From an optimization exercise on the open Yosys and OpenROAD flow, aimed at small area, a short achievable clock period and few clock cycles per item; shortcuts taken in it are not production practice.
The RTL was checked by simulation tests, not by an equivalence proof against the original design.
Power is estimated from default activity; no workload was simulated.

Design spu_adpcm_decoder, start of the top module:
module spu_adpcm_decoder (
    input  wire         clk,
    input  wire         rst,           
    input  wire         in_valid,
    output wire         in_ready,
    input  wire [4:0]   in_voice,      
    input  wire [127:0] in_block,      
    output wire         out_valid,
    input  wire         out_ready,
    output wire [15:0]  out_sample,    
    output wire [4:0]   out_voice,
    output wire [4:0]   out_index,     
    output wire [2:0]   out_flags      
);
clock: 14.5 ns
lec_check: 0
abc_area: 1
cap_margin: 20
core_margin: 2
core_utilization: 40
slew_margin: 20
standard.sh (not shown) runs the stock make flow with config.mk's settings and CLKGATE_MAP_FILE= SYNTH_SCRIPT=/design/flow/synth_recipe.tcl, a recipe that flattens the netlist after the stock synthesis.
==> flow/flow/run.sh <==
#!/bin/bash
# Standard ORFS layout (the standard.sh) with: timing repair aiming for
# 10 ns of setup slack on the design's own constraints (the clock period is
# unchanged), the smallest buffer on the ports, and a clock tree without
# dummy loads. make's full output goes to flow_standard.log here; each
# tool's own log is under orfs/logs.
set -euo pipefail
export SETUP_SLACK_MARGIN=10
export BUFFER_PORTS_ARGS="-buffer_cell sky130_fd_sc_hd__buf_1"
export CTS_ARGS="-sink_clustering_enable -repair_clock_nets -dont_use_dummy_load -sink_clustering_size 22 -sink_clustering_max_diameter 80 -buf_list sky130_fd_sc_hd__clkbuf_16"
bash standard.sh > flow_standard.log 2>&1
Testbench counts at the start, summed over its fixed seeds: cycles 35,888, blocks 1,280.
==> next run, changes <==
--- a/flow/flow/run.sh
+++ b/flow/flow/run.sh
@@ -3 +3 @@
-# 10 ns of setup slack on the design's own constraints (the clock period is
+# 9.5 ns of setup slack on the design's own constraints (the clock period is
@@ -8 +8 @@
-export SETUP_SLACK_MARGIN=10
+export SETUP_SLACK_MARGIN=9.5
@@ -10 +10 @@
-export CTS_ARGS="-sink_clustering_enable -repair_clock_nets -dont_use_dummy_load -sink_clustering_size 22 -sink_clustering_max_diameter 80 -buf_list sky130_fd_sc_hd__clkbuf_16"
+export CTS_ARGS="-sink_clustering_enable -repair_clock_nets -dont_use_dummy_load -sink_clustering_size 26 -sink_clustering_max_diameter 80 -buf_list sky130_fd_sc_hd__clkbuf_16"
--- a/flow/config.mk
+++ b/flow/config.mk
@@ -8 +7,0 @@
-export ABC_AREA = 1
Result:
- The changed run passed the timing, design-rule and antenna checks
- utilization came out lower by 1.1 points
- clock power came out lower by about 6%
- global-route usage came out lower by 2.7 points
- critical path depth came out lower by 7
- fmax came out lower by 8.0%
- setup slack gets worse by 0.43 ns
- wire length came out lower by 16%
- sequential power came out higher by about 2%
- clock skew barely changes
- count of clock-buffer cells in the layout came out lower by 9
==> next run, changes <==
--- a/flow/flow/run.sh
+++ b/flow/flow/run.sh
@@ -10 +10 @@
-export CTS_ARGS="-sink_clustering_enable -repair_clock_nets -dont_use_dummy_load -sink_clustering_size 26 -sink_clustering_max_diameter 80 -buf_list sky130_fd_sc_hd__clkbuf_16"
+export CTS_ARGS="-sink_clustering_enable -repair_clock_nets -dont_use_dummy_load -sink_clustering_size 22 -sink_clustering_max_diameter 80 -buf_list sky130_fd_sc_hd__clkbuf_16"
--- a/flow/config.mk
+++ b/flow/config.mk
@@ -11,0 +12 @@
+export TNS_END_PERCENT = 5
After rerunning: The new run went through all stages and came out clean. First-iteration DRC count falls by 1.4%. Sequential share of layout area rises by 0.92 points. Utilization falls by 0.70 points.
==> next run, changes <==
--- a/flow/flow/run.sh
+++ b/flow/flow/run.sh
@@ -3 +3 @@
-# 9.5 ns of setup slack on the design's own constraints (the clock period is
+# 10 ns of setup slack on the design's own constraints (the clock period is
@@ -8 +8 @@
-export SETUP_SLACK_MARGIN=9.5
+export SETUP_SLACK_MARGIN=10
--- a/flow/config.mk
+++ b/flow/config.mk
@@ -12 +11,0 @@
-export TNS_END_PERCENT = 5
Effect: Setup slack gains 0.25 ns; sequential share of layout area decreases by 2.0 points; total power came out higher by 5.3%; clock-buffer cell count drops by 1; non-clock buffer count grows by 69; design area is higher by 3.4%; flip-flop and latch count is unchanged; cell count rises by 1.3%; wire length goes up by 3.0%; register-to-register slack is better by 0.25 ns; die area stays the same.

## what the ideal ports hide
Ports are ideal in the flow. The routed layouts listed here were re-timed in OpenROAD.
Step 1, drivers: a clkbuf_16 drives clk and a buf_2 each remaining input, both assumed.
Step 2 adds t to the input delays and takes it off the output delays; t is the mean of the earliest and latest rising clock arrival at the registers after step 1. Input paths then give back, and output paths get back, about the clock's delay inside the block.
Slacks: no drivers / after step 1 / after step 2; pairs: no drivers / after step 1.
| run | t (ns) | setup slack, ns | worst setup path at the end | slew at the worst register clock pin (ns) | worst slew at a driven data input, ns |
|---|---|---|---|---|---|
| the first run | 0.711 | 9.583 / 9.583 / 9.583 | register to register | 0.09 / 0.09 | 0.09 |
| the second run | 0.693 | 9.154 / 9.154 / 9.154 | register to register | 0.10 / 0.10 | 0.08 |
| the third run | 0.715 | 9.015 / 9.015 / 9.015 | register to register | 0.09 / 0.09 | 0.08 |
| the fourth run | 0.685 | 9.264 / 9.264 / 9.264 | register to register | 0.09 / 0.09 | 0.07 |
After both steps every run listed still meets setup and hold.
